Background: an optimization exercise with open tools, aiming at small area, a short achievable clock period and few clock cycles. Do not read the settings as production practice. At most, simulation tests tie the RTL to the original design; equivalence was not proved. Power figures rest on the tool's default switching activity, not on a simulated workload.

==> flow/design.v (excerpt) <==
module apx_readout (
    input  wire        clk,
    input  wire        rst,             
    input  wire        cfg_has_start,
    input  wire [7:0]  cfg_start,
    input  wire        cfg_has_end,
    input  wire [7:0]  cfg_end,
    input  wire [3:0]  cfg_payload_len,  
    input  wire        cfg_lsb,          
    input  wire [5:0]  cfg_col_off,
    input  wire [5:0]  cfg_col_w,
    input  wire [5:0]  cfg_row_off,
    input  wire [5:0]  cfg_row_w,
    input  wire [5:0]  cfg_toa_off,
    input  wire [5:0]  cfg_toa_w,
    input  wire [5:0]  cfg_tot_off,
    input  wire [5:0]  cfg_tot_w,
    input  wire        in_valid,
    input  wire [7:0]  in_data,
    output wire        in_ready,
    output wire        hit_valid,
    input  wire        hit_ready,
    output wire [5:0]  hit_col,
    output wire [5:0]  hit_row,
    output wire [31:0] hit_toa,
    output wire [31:0] hit_tot,
    output reg  [15:0] sync_loss_count,
    output reg  [15:0] err_count,
    output reg  [2:0]  last_cause
);
Size: about 1800 cells after synthesis.
clock: 10.0 ns
lec_check: 0
cap_margin: 20
core_margin: 2
core_utilization: 30
slew_margin: 20
run.sh (not shown) runs the stock make flow with config.mk's settings and CLKGATE_MAP_FILE= SYNTH_SCRIPT=/design/flow/synth_recipe.tcl, a recipe that flattens the netlist after the stock synthesis.
The starting point produced a clean layout.
Change:
==> flow/flow/run.sh (new file) <==
#!/bin/bash
# The standard layout, with plain buf_1 cells as the port buffers in
# place of the delay buffers buffer_ports picks by default.
set -euo pipefail
export BUFFER_PORTS_ARGS="-buffer_cell sky130_fd_sc_hd__buf_1"
bash standard.sh > standard.log 2>&1
==> flow/standard.sh (new file) <==
#!/bin/bash
# synth_recipe.tcl (not shown) runs the flow's synth.tcl, then flattens the netlist and writes it again
# the make line also repeats each setting of config.mk as NAME=value (left out here)
make -C /OpenROAD-flow-scripts/flow DESIGN_CONFIG=/design/flow/config.mk WORK_HOME=/design/flow/orfs CLKGATE_MAP_FILE= SYNTH_SCRIPT=/design/flow/synth_recipe.tcl "${@:-finish}"
removed: flow/run.sh
Effect: The new run passed the timing, design-rule and antenna checks. Total power decreases by about 3%. First-iteration DRC count stays flat. Synthesized area stays the same. Sequential share of layout area came out higher by 1.8 points. Clock skew came out lower by 0.0065 ns. Worst setup slack gets better by 0.64 ns. Combinational power drops by about 5%.
No run of this note included a check of the RTL's function; only the layout flow was run.

========
## red
apx_readout, a different RTL version from the one above (not shown whole).
Size in the first run: ~180 flip-flops, ~200 I/O pins.
export LEC_CHECK = 0
export ABC_AREA = 1
export CAP_MARGIN = 20
export CORE_MARGIN = 2
export CORE_UTILIZATION = 65
export CTS_BUF_LIST = sky130_fd_sc_hd__clkbuf_4 sky130_fd_sc_hd__clkbuf_8
export SLEW_MARGIN = 20
create_clock -name core_clock -period 10.0 [get_ports {clk}]
standard.sh (not shown) runs the stock make flow with config.mk's settings and CLKGATE_MAP_FILE= SYNTH_SCRIPT=/design/flow/synth_recipe.tcl, a recipe that flattens the netlist after the stock synthesis.
==> flow/flow/run.sh <==
#!/bin/bash
# The standard layout, with plain buf_1 cells as the port buffers in
# place of the delay buffers buffer_ports picks by default, and timing
# repair aimed at a setup slack of 6.3 ns at the 10 ns clock.
set -euo pipefail
export BUFFER_PORTS_ARGS="-buffer_cell sky130_fd_sc_hd__buf_1"
export SETUP_SLACK_MARGIN=6.3
bash standard.sh > standard.log 2>&1
Testbench counts of red, summed over its fixed seeds: cycles 43,825.
For blue, these inputs were changed with respect to red:
- setting PLACE_DENSITY to 0.75 for the first time
- changing CORE_UTILIZATION from 65 to 50
==> flow/flow/run.sh <==
#!/bin/bash
# The standard layout, with plain buf_1 cells as the port buffers in
# place of the delay buffers buffer_ports picks by default, and timing
# repair aimed at a setup slack of 6.2 ns at the 10 ns clock.
set -euo pipefail
export BUFFER_PORTS_ARGS="-buffer_cell sky130_fd_sc_hd__buf_1"
export SETUP_SLACK_MARGIN=6.2
bash standard.sh > standard.log 2>&1
Results
Re total buffers and inverters traversed by the critical path: blue is 2 down on red.
Of blue and red, it is blue that has the higher width of the die.
In blue the power per standard cell area turned out 0.43% higher than in red.
The run showing the greater share of the clock period used by the worst path after layout is red.
Between blue and red, it is blue whose clock share of power is higher, by 0.6 points.
Post-layout utilization of the core: blue < red
red and blue ended up with roughly the same clock insertion delay at the later pin of the skew report.
Antenna cell count on blue is up relative to red.
Number of buffers added for setup after CTS for blue is higher than for red.
Share of power burned in combinational logic: red and blue compared, higher one is red

========
Starting RTL as in the previous note.
## apx_readout
module apx_readout (
    input  wire        clk,
    input  wire        rst,             
    input  wire        cfg_has_start,
    input  wire [7:0]  cfg_start,
    input  wire        cfg_has_end,
    input  wire [7:0]  cfg_end,
    input  wire [3:0]  cfg_payload_len,  
    input  wire        cfg_lsb,          
    input  wire [5:0]  cfg_col_off,
    input  wire [5:0]  cfg_col_w,
    input  wire [5:0]  cfg_row_off,
    input  wire [5:0]  cfg_row_w,
    input  wire [5:0]  cfg_toa_off,
    input  wire [5:0]  cfg_toa_w,
    input  wire [5:0]  cfg_tot_off,
    input  wire [5:0]  cfg_tot_w,
    input  wire        in_valid,
    input  wire [7:0]  in_data,
    output wire        in_ready,
    output wire        hit_valid,
    input  wire        hit_ready,
    output wire [5:0]  hit_col,
    output wire [5:0]  hit_row,
    output wire [31:0] hit_toa,
    output wire [31:0] hit_tot,
    output reg  [15:0] sync_loss_count,
    output reg  [15:0] err_count,
    output reg  [2:0]  last_cause
);
    localparam N_COL = 35;
    localparam N_ROW = 35;
    reg        t_has_start, t_has_end, t_lsb;
    reg [3:0]  t_last;                        
    reg [2:0]  t_col_a, t_row_a, t_toa_a, t_tot_a;
    reg [2:0]  t_col_b, t_row_b, t_toa_b, t_tot_b;
    reg        t_col_hany, t_row_hany;
    reg [5:0]  t_col_hlo, t_col_hhi, t_row_hlo, t_row_hhi;
    function [12:0] hi_tab;      
        input [5:0] off;
        input [5:0] w;
        input       lsb;
        reg   [6:0] e;
        begin
  ...
clock: 10.0 ns
lec_check: 0
abc_area: 1
cap_margin: 20
core_margin: 2
core_utilization: 50
cts_buf_list: sky130_fd_sc_hd__clkbuf_4 sky130_fd_sc_hd__clkbuf_8
slew_margin: 20
==> flow/flow/run.sh <==
#!/bin/bash
# The standard layout, with plain buf_1 cells as the port buffers in
# place of the delay buffers buffer_ports picks by default, and timing
# repair aimed at a setup slack of 7.0 ns at the 10 ns clock.
set -euo pipefail
export BUFFER_PORTS_ARGS="-buffer_cell sky130_fd_sc_hd__buf_1"
export SETUP_SLACK_MARGIN=7.0
bash standard.sh > standard.log 2>&1
The first run produced a clean layout.
Testbench counts at the start, summed over its fixed seeds: cycles 43,825.
==> next run, changes <==
==> flow/flow/run.sh (replaced) <==
#!/bin/bash
# The standard layout, with plain buf_1 cells as the port buffers in
# place of the delay buffers buffer_ports picks by default, and timing
# repair aimed at a setup slack of 5.9 ns at the 10 ns clock.
set -euo pipefail
export BUFFER_PORTS_ARGS="-buffer_cell sky130_fd_sc_hd__buf_1"
export SETUP_SLACK_MARGIN=5.9
bash standard.sh > standard.log 2>&1
=> Sequential power barely changes; combinational power is lower by 32%; register-to-register slack degrades by 440 ps; clock skew hardly moves.
==> next run, changes <==
==> flow/flow/run.sh (replaced) <==
#!/bin/bash
# The standard layout, with plain buf_1 cells as the port buffers in
# place of the delay buffers buffer_ports picks by default, and timing
# repair aimed at a setup slack of 6.2 ns at the 10 ns clock.
set -euo pipefail
export BUFFER_PORTS_ARGS="-buffer_cell sky130_fd_sc_hd__buf_1"
export SETUP_SLACK_MARGIN=6.2
bash standard.sh > standard.log 2>&1
Result: The new run completed without violations. Die area stays the same. Core utilization climbs by 1.7 points. Maximum frequency came out higher by roughly a tenth. Clock skew shrinks by 6.6 ps. Area after synthesis stays the same. Final area rose by a few percent. Worst setup slack improves by 360 ps.
==> next run, changes <==
==> flow/flow/run.sh (replaced) <==
#!/bin/bash
# The standard layout, with plain buf_1 cells as the port buffers in
# place of the delay buffers buffer_ports picks by default, and timing
# repair aimed at a setup slack of 6.6 ns at the 10 ns clock.
set -euo pipefail
export BUFFER_PORTS_ARGS="-buffer_cell sky130_fd_sc_hd__buf_1"
export SETUP_SLACK_MARGIN=6.6
bash standard.sh > standard.log 2>&1
After rerunning: Maximum frequency rises by 1.9%; first-iteration DRC count falls by 0.44%; wire length rises by 4.0%; combinational power rises by 18%; clock skew rises by 5.2 ps; count of clock-buffer cells in the layout is unchanged.

========
run 1:
apx_readout, a different RTL version from the one above (not shown whole).
For scale: roughly 180 flip-flops, roughly 0.013 mm2 of cells after synthesis.
Settings: LEC_CHECK=0, ABC_AREA=1, CAP_MARGIN=20, CORE_MARGIN=2, CORE_UTILIZATION=50, CTS_BUF_LIST=sky130_fd_sc_hd__clkbuf_4 sky130_fd_sc_hd__clkbuf_8, SLEW_MARGIN=20; clock period 10.0 ns.
==> flow/flow/run.sh <==
#!/bin/bash
# The standard layout, with plain buf_1 cells as the port buffers in
# place of the delay buffers buffer_ports picks by default, and timing
# repair aimed at a setup slack of 6.35 ns at the 10 ns clock.
set -euo pipefail
export BUFFER_PORTS_ARGS="-buffer_cell sky130_fd_sc_hd__buf_1"
export SETUP_SLACK_MARGIN=6.35
bash standard.sh > standard.log 2>&1
Testbench counts of run 1, summed over its fixed seeds: cycles 43,825.
### run 1 -> run 2
Settings: ABC_AREA: 1 -> 0.
==> run summary <==
Xor-xnor portion of the synthesized cell area, run 2 and run 1: higher on run 2
The leading cell type in the layout, fill and taps excluded comes out sky130_fd_sc_hd__buf_1 in one run and sky130_fd_sc_hd__nand2_1 in the other, namely in run 2 and run 1 respectively.
Diff run 1 -> run 2 | non-clock buffer count | increase of 10%
For run 2, the master of the slowest instance on the critical path was sky130_fd_sc_hd__mux2_4, unlike run 1, where it was sky130_fd_sc_hd__o21ai_4.
The run with more routed wire is run 2, not run 1.
Setup changes, run 2 to run 3
Settings: ABC_AREA: 0 -> 1.
--- a/flow/flow/run.sh
+++ b/flow/flow/run.sh
@@ -4 +4 @@
-# repair aimed at a setup slack of 6.35 ns at the 10 ns clock.
+# repair aimed at a setup slack of 6.2 ns at the 10 ns clock.
@@ -7 +7 @@
-export SETUP_SLACK_MARGIN=6.35
+export SETUP_SLACK_MARGIN=6.2
### Flow results
When run 3 is measured against run 2, its switching share of power turns out 0.72 points higher.
Run 3 did not stop at any stage, and its layout met the timing, design-rule and antenna checks.
Changes observed in run 3 relative to run 2: growth of design area from synthesis to finish shrank by 4.9 points, final setup slack of the worst path grew by 0.36 ns, synthesized cell count grew by about 22%.
The end point of the critical path comes out err_count[6] in one run and err_count[11] in the other, namely in run 3 and run 2 respectively.
Maximum number of pins on one net before global-route repair: run 3 higher than run 2
Compared with run 2, synthesized cell area in run 3 decreased by a few percent.
On final design instance area without fill, run 2 loses to run 3.
In the tables for run 3 and run 2, final cell count without fillers reads lower with run 2.

========
Setup of exp/yarrow:
Another version of the RTL of apx_readout (not shown whole).
For scale: ~2000 cells after synthesis, roughly 150 flip-flops, ~200 I/O pins.
clock: 10.0 ns
lec_check: 0
abc_area: 1
cap_margin: 20
core_margin: 2
core_utilization: 50
cts_buf_list: sky130_fd_sc_hd__clkbuf_4 sky130_fd_sc_hd__clkbuf_8
slew_margin: 20
==> flow/flow/run.sh <==
#!/bin/bash
# The standard layout, with plain buf_1 cells as the port buffers in
# place of the delay buffers buffer_ports picks by default.
set -euo pipefail
export BUFFER_PORTS_ARGS="-buffer_cell sky130_fd_sc_hd__buf_1"
bash standard.sh > standard.log 2>&1
### exp/yarrow -> exp/indigo
Settings: setting SETUP_SLACK_MARGIN to 5 for the first time.
Notes after the runs:
- Post-synthesis simple-gate area fraction: exp/indigo vs exp/yarrow identical
- Comparing exp/yarrow against exp/indigo, there is no change at all in final-layout fill cell count.
- Core utilization: exp/indigo vs exp/yarrow — no meaningful difference
- Reported for exp/yarrow and exp/indigo, sequential share of layout area turned out identical to the last digit.
- Post-detailed-routing wire length: exp/indigo vs exp/yarrow identical
- Looking at exp/yarrow and exp/indigo, the total area of multi-input combinational cells is a wash.
- Status: register-to-register slack parity (exp/yarrow, exp/indigo)
- exp/yarrow and exp/indigo ended up with nearly the same first-iteration DRC count.
- Between exp/indigo and exp/yarrow, the detailed-route wire length per cell figures differ only marginally.
- In terms of critical path depth, exp/yarrow and exp/indigo differ only marginally.
- Minimum hold slack: exp/indigo vs exp/yarrow identical
No functional check of the RTL was part of any run of this note.

========
## run A
The RTL this note starts from:
==> flow/design.v <==
module apx_fld #(parameter N = 32) (
    input  wire [2:0]   a,       
    input  wire [2:0]   base,    
    input  wire [5:0]   w,
    input  wire         lsb,
    input  wire [3:0]   cnt,
    input  wire         wr,      
    input  wire [7:0]   din,     
    output wire [N-1:0] en,      
    output wire [N-1:0] we,      
    output wire [7:0]   rot
);
    function gtc;
        input [6:0] x;
        input [6:0] c;
        integer i;
        reg r, eq;
        begin
            r  = 1'b0;
            eq = 1'b1;
            for (i = 6; i >= 0; i = i - 1) begin
                if (!c[i]) r = r | (eq & x[i]);
                eq = eq & (x[i] == c[i]);
            end
            gtc = r;
        end
    endfunction
    wire [4:0] d    = lsb ? ({1'b0, cnt} - {2'b0, base}) : ({2'b0, base} - {1'b0, cnt});
    wire [7:0]  dsel = lsb ? {din[0], din[1], din[2], din[3], din[4], din[5], din[6], din[7]} : din;
    wire [15:0] dd   = {dsel, dsel} >> a;
    assign rot = dd[7:0];
    wire [5:0] dh;
    assign dh[0] = (d == 5'd0);
    assign dh[1] = (d == 5'd1);
    assign dh[2] = (d == 5'd2);
    assign dh[3] = (d == 5'd3);
    assign dh[4] = (d == 5'd4);
    assign dh[5] = 1'b0;
    wire [5:0] dw = dh & {6{wr}};
    genvar k;
    generate
        for (k = 0; k < N; k = k + 1) begin : g_en
            wire cy = gtc({4'd0, a}, 7 - (k % 8));
            wire wm = gtc({1'b0, w}, k);
            assign en[k] = wm && (cy ? dh[k / 8 + 1] : dh[k / 8]);
            assign we[k] = wm && (cy ? dw[k / 8 + 1] : dw[k / 8]);
        end
    endgenerate
endmodule
module apx_readout (
    input  wire        clk,
    input  wire        rst,             
    input  wire        cfg_has_start,
    input  wire [7:0]  cfg_start,
    input  wire        cfg_has_end,
    input  wire [7:0]  cfg_end,
    input  wire [3:0]  cfg_payload_len,  
    input  wire        cfg_lsb,          
    input  wire [5:0]  cfg_col_off,
    input  wire [5:0]  cfg_col_w,
    input  wire [5:0]  cfg_row_off,
    input  wire [5:0]  cfg_row_w,
    input  wire [5:0]  cfg_toa_off,
    input  wire [5:0]  cfg_toa_w,
    input  wire [5:0]  cfg_tot_off,
    input  wire [5:0]  cfg_tot_w,
    input  wire        in_valid,
    input  wire [7:0]  in_data,
    output wire        in_ready,
    output wire        hit_valid,
    input  wire        hit_ready,
    output wire [5:0]  hit_col,
    output wire [5:0]  hit_row,
    output wire [31:0] hit_toa,
    output wire [31:0] hit_tot,
    output reg  [15:0] sync_loss_count,
    output reg  [15:0] err_count,
    output reg  [2:0]  last_cause
);
    localparam N_COL = 35;
    localparam N_ROW = 35;
    reg        t_has_start, t_has_end, t_lsb;
    reg [3:0]  t_last;                        
    reg [2:0]  t_col_a, t_row_a, t_toa_a, t_tot_a;
    reg [2:0]  t_col_b, t_row_b, t_toa_b, t_tot_b;
    reg        t_col_hany, t_row_hany;
    reg [5:0]  t_col_hlo, t_col_hhi, t_row_hlo, t_row_hhi;
    function [12:0] hi_tab;      
        input [5:0] off;
        input [5:0] w;
        input       lsb;
        reg   [6:0] e;
        begin
            e = {1'b0, off} + {1'b0, w} - 7'd1;
            hi_tab[12]  = (w > 6'd6);
            hi_tab[11:6] = lsb ? off + 6'd6 : off;
            hi_tab[5:0]  = lsb ? e[5:0] : e[5:0] - 6'd6;
        end
    endfunction
    function [5:0] fld_tab;      
        input [5:0] off;
        input [5:0] w;
        input       lsb;
        reg   [6:0] e;
        begin
            e = {1'b0, off} + {1'b0, w} - 7'd1;
            fld_tab[5:3] = lsb ? off[2:0] : ~e[2:0];
            fld_tab[2:0] = lsb ? off[5:3] : e[5:3];
        end
    endfunction
    always @(posedge clk) begin
        t_has_start <= cfg_has_start;
        t_has_end   <= cfg_has_end;
        t_lsb       <= cfg_lsb;
        t_last      <= cfg_payload_len + {3'd0, cfg_has_end} - 4'd1;
        {t_col_a, t_col_b} <= fld_tab(cfg_col_off, cfg_col_w, cfg_lsb);
        {t_col_hany, t_col_hlo, t_col_hhi} <= hi_tab(cfg_col_off, cfg_col_w, cfg_lsb);
        {t_row_hany, t_row_hlo, t_row_hhi} <= hi_tab(cfg_row_off, cfg_row_w, cfg_lsb);
        {t_row_a, t_row_b} <= fld_tab(cfg_row_off, cfg_row_w, cfg_lsb);
        {t_toa_a, t_toa_b} <= fld_tab(cfg_toa_off, cfg_toa_w, cfg_lsb);
        {t_tot_a, t_tot_b} <= fld_tab(cfg_tot_off, cfg_tot_w, cfg_lsb);
    end
    reg        reading;         
    reg        skipping;        
    reg [3:0]  cnt;             
    reg        rec_valid;       
    reg [31:0] toa_r, tot_r;
    reg [5:0]  col_r, row_r;
    reg        col_hi, row_hi;  
    wire       take     = reading || !t_has_start;
    wire       is_start = (in_data == cfg_start);
    wire       last     = (cnt == t_last);
    wire       first    = (cnt == 4'd0);
    assign in_ready  = !rec_valid || !take || hit_ready;
    assign hit_valid = rec_valid;
    wire accept = in_valid && in_ready;
    wire wr     = accept && take;
    wire [31:0] toa_en, tot_en, toa_we, tot_we;
    wire [5:0]  col_en, row_en, col_we, row_we;
    wire [7:0]  toa_rot, tot_rot, col_rot, row_rot;
    apx_fld u_toa (.a(t_toa_a), .base(t_toa_b), .w(cfg_toa_w), .lsb(t_lsb), .cnt(cnt), .wr(wr),
                   .din(in_data), .en(toa_en), .we(toa_we), .rot(toa_rot));
    apx_fld u_tot (.a(t_tot_a), .base(t_tot_b), .w(cfg_tot_w), .lsb(t_lsb), .cnt(cnt), .wr(wr),
                   .din(in_data), .en(tot_en), .we(tot_we), .rot(tot_rot));
    apx_fld #(.N(6)) u_col (.a(t_col_a), .base(t_col_b), .w(cfg_col_w), .lsb(t_lsb), .cnt(cnt), .wr(wr),
                   .din(in_data), .en(col_en), .we(col_we), .rot(col_rot));
    apx_fld #(.N(6)) u_row (.a(t_row_a), .base(t_row_b), .w(cfg_row_w), .lsb(t_lsb), .cnt(cnt), .wr(wr),
                   .din(in_data), .en(row_en), .we(row_we), .rot(row_rot));
    reg [5:0] col_n, row_n;
    integer i;
    always @(*) begin
        for (i = 0; i < 6; i = i + 1) begin
            col_n[i] = col_en[i] ? col_rot[i] : col_r[i];
            row_n[i] = row_en[i] ? row_rot[i] : row_r[i];
        end
    end
    function [7:0] byte_mask;
        input [3:0] j;
        input [5:0] lo;
        input [5:0] hi;
        reg   [7:0] ge, le;
        begin
            ge = (j > {1'b0, lo[5:3]}) ? 8'hFF : (j == {1'b0, lo[5:3]}) ? (8'hFF << lo[2:0]) : 8'h00;
            le = (j < {1'b0, hi[5:3]}) ? 8'hFF : (j == {1'b0, hi[5:3]}) ? (8'hFF >> ~hi[2:0]) : 8'h00;
            byte_mask = ge & le;
        end
    endfunction
    wire [7:0] sb = {in_data[0], in_data[1], in_data[2], in_data[3],
                     in_data[4], in_data[5], in_data[6], in_data[7]};
    wire col_hb = t_col_hany && |(sb & byte_mask(cnt, t_col_hlo, t_col_hhi));
    wire row_hb = t_row_hany && |(sb & byte_mask(cnt, t_row_hlo, t_row_hhi));
    wire col_hi_n = (col_hi && !first) || col_hb;
    wire row_hi_n = (row_hi && !first) || row_hb;
    wire bad_end = t_has_end && (in_data != cfg_end);
    wire bad_col = col_hi_n || (col_n >= N_COL);
    wire bad_row = row_hi_n || (row_n >= N_ROW);
    wire bad     = bad_end || bad_col || bad_row;
    wire [2:0] cause = bad_end ? 3'd1 : bad_col ? 3'd3 : 3'd4;
    wire emit      = wr && last;
    wire push      = emit && !bad;
    wire dec_error = emit && bad;
    wire sync_loss = accept && !take && !is_start && !skipping;
    wire pop       = rec_valid && hit_ready;
    always @(posedge clk) begin
        if (rst) begin
            reading         <= 1'b0;
            skipping        <= 1'b0;
            cnt             <= 4'd0;
            rec_valid       <= 1'b0;
            sync_loss_count <= 16'd0;
            err_count       <= 16'd0;
            last_cause      <= 3'd0;
        end else begin
            if (accept) begin
                if (take) begin
                    if (last) begin
                        reading <= 1'b0;
                        cnt     <= 4'd0;
                    end else begin
                        reading <= 1'b1;
                        cnt     <= cnt + 4'd1;
                    end
                end else if (is_start) begin
                    reading <= 1'b1;
                    cnt     <= 4'd0;
                end
            end
            if (push)
                rec_valid <= 1'b1;
            else if (pop)
                rec_valid <= 1'b0;
            if (accept) begin
                if (take) begin
                    if (last)
                        skipping <= 1'b0;
                end else if (is_start) begin
                    skipping <= 1'b0;
                end else begin
                    skipping <= 1'b1;
                end
            end
            if (sync_loss && sync_loss_count != 16'hFFFF)
                sync_loss_count <= sync_loss_count + 16'd1;
            if (dec_error)
                last_cause <= cause;
            if (dec_error && err_count != 16'hFFFF)
                err_count <= err_count + 16'd1;
        end
    end
    always @(posedge clk) begin
        for (i = 0; i < 32; i = i + 1) begin
            if (rst || toa_we[i])
                toa_r[i] <= toa_rot[i % 8] && !rst;
            if (rst || tot_we[i])
                tot_r[i] <= tot_rot[i % 8] && !rst;
        end
        for (i = 0; i < 6; i = i + 1) begin
            if (rst || col_we[i])
                col_r[i] <= col_rot[i] && !rst;
            if (rst || row_we[i])
                row_r[i] <= row_rot[i] && !rst;
        end
        if (wr) begin
            col_hi <= col_hi_n;
            row_hi <= row_hi_n;
        end
    end
    assign hit_col = col_r;
    assign hit_row = row_r;
    assign hit_toa = toa_r;
    assign hit_tot = tot_r;
endmodule
==> flow/config.mk <==
export PLATFORM = sky130hd
export DESIGN_NAME = apx_readout
export DESIGN_NICKNAME = apx_readout
export VERILOG_FILES = /design/flow/design.v
export SDC_FILE = /design/flow/constraint.sdc
export NUM_CORES = 4
export LEC_CHECK = 0
export ABC_AREA = 1
export CAP_MARGIN = 20
export CORE_MARGIN = 2
export CORE_UTILIZATION = 50
export CTS_BUF_LIST = sky130_fd_sc_hd__clkbuf_4 sky130_fd_sc_hd__clkbuf_8
export SLEW_MARGIN = 20
==> flow/constraint.sdc <==
create_clock -name core_clock -period 10.0 [get_ports {clk}]
set_input_delay 2.0000 -clock core_clock [delete_from_list [all_inputs] [get_ports {clk}]]
set_output_delay 2.0000 -clock core_clock [all_outputs]
set_load 0.01 [all_outputs]
==> flow/flow/run.sh <==
#!/bin/bash
# The standard layout, with plain buf_1 cells as the port buffers in
# place of the delay buffers buffer_ports picks by default, and timing
# repair aimed at a setup slack of 5.8 ns at the 10 ns clock.
set -euo pipefail
export BUFFER_PORTS_ARGS="-buffer_cell sky130_fd_sc_hd__buf_1"
export SETUP_SLACK_MARGIN=5.8
bash standard.sh > standard.log 2>&1
Run A: no failed stages, no open violations at the end
Testbench counts of run A, summed over its fixed seeds: cycles 41,264.
Here is what was changed in the inputs of run B compared with run A.
==> flow/flow/run.sh <==
#!/bin/bash
# The standard layout, with plain buf_1 cells as the port buffers in
# place of the delay buffers buffer_ports picks by default.
set -euo pipefail
export BUFFER_PORTS_ARGS="-buffer_cell sky130_fd_sc_hd__buf_1"
bash standard.sh > standard.log 2>&1
Findings:
- The run showing the smaller part of the cycle the worst path needs is run A.
- The final reports for run B and run A show design area lower in the former.
- Run comparison: run A class of the most critical setup path in -> out; run B class of the most critical setup path reg -> reg
- Summary of run B over run A: detailed route wirelength on metal2 shrank by 110 µm, clock period minus worst slack went up by 0.29 ns.
Changes in run C relative to run B:
==> flow/flow/run.sh <==
#!/bin/bash
# The standard layout, with plain buf_1 cells as the port buffers in
# place of the delay buffers buffer_ports picks by default, and timing
# repair aimed at a setup slack of 5.4 ns at the 10 ns clock.
set -euo pipefail
export BUFFER_PORTS_ARGS="-buffer_cell sky130_fd_sc_hd__buf_1"
export SETUP_SLACK_MARGIN=5.4
bash standard.sh > standard.log 2>&1
[summary]
From run B to run C the numbers moved as follows: synthesized cell area ~0 delta; clock network area share ~0 delta; buffering overhead +0.24 points; register share of the cell area ~0 delta; wire length on met3 -9.6%.
Wire length essentially unchanged between run B and run C.

-- re-timing with driven ports --
Ports are ideal in the flow. The routed layouts listed here were re-timed in OpenROAD. Step 1, drivers: a clkbuf_16 drives clk and a buf_2 each remaining input, both assumed. Step 2 moves the port delays by t, midway between the first and last clock arrival at a register: inputs arrive t later, outputs are due t later. That takes back most of the time a late clock gives input paths. Slacks: no drivers / after step 1 / after step 2; pairs: no drivers / after step 1.
| run | t (ns) | slack for setup (ns) | worst setup path after step 2 | clock arrival spread, ns |
|---|---|---|---|---|
| the first run of note 1 | 0.593 | 3.762 / 3.788 / 3.195 | input to register | 0.027 / 0.026 |
| the second run of note 1 | 0.614 | 4.406 / 4.434 / 3.820 | input to register | 0.019 / 0.020 |
| red | 0.533 | 6.307 / 6.324 / 5.791 | input to register | 0.017 / 0.016 |
| blue | 0.527 | 6.329 / 6.341 / 5.814 | input to register | 0.028 / 0.028 |
| the first run of note 3 | 0.534 | 6.430 / 6.432 / 5.898 | input to register | 0.026 / 0.026 |
| the second run of note 3 | 0.518 | 5.980 / 5.986 / 5.468 | input to register | 0.029 / 0.028 |
| the third run of note 3 | 0.520 | 6.339 / 6.352 / 5.832 | input to register | 0.023 / 0.023 |
| the fourth run of note 3 | 0.522 | 6.406 / 6.374 / 5.852 | input to register | 0.027 / 0.027 |
| run 1 | 0.524 | 6.438 / 6.428 / 5.904 | input to register | 0.025 / 0.026 |
| run 2 | 0.506 | 5.908 / 5.856 / 5.351 | input to register | 0.023 / 0.023 |
| run 3 | 0.503 | 6.270 / 6.293 / 5.790 | input to register | 0.020 / 0.020 |
| exp/yarrow | 0.511 | 5.598 / 5.587 / 5.116 | input to register | 0.027 / 0.026 |
| exp/indigo | 0.511 | 5.598 / 5.587 / 5.116 | input to register | 0.027 / 0.026 |
| run A | 0.518 | 5.655 / 5.619 / 5.432 | input to register | 0.021 / 0.020 |
| run B | 0.520 | 5.360 / 5.360 / 5.060 | input to register | 0.027 / 0.027 |
| run C | 0.516 | 5.642 / 5.622 / 5.281 | input to register | 0.023 / 0.023 |
After both steps every run listed still meets setup and hold. For the second run of note 1, which loses most, drivers alone change the setup slack by +0.028 ns; drivers and shift together by -0.586 ns.
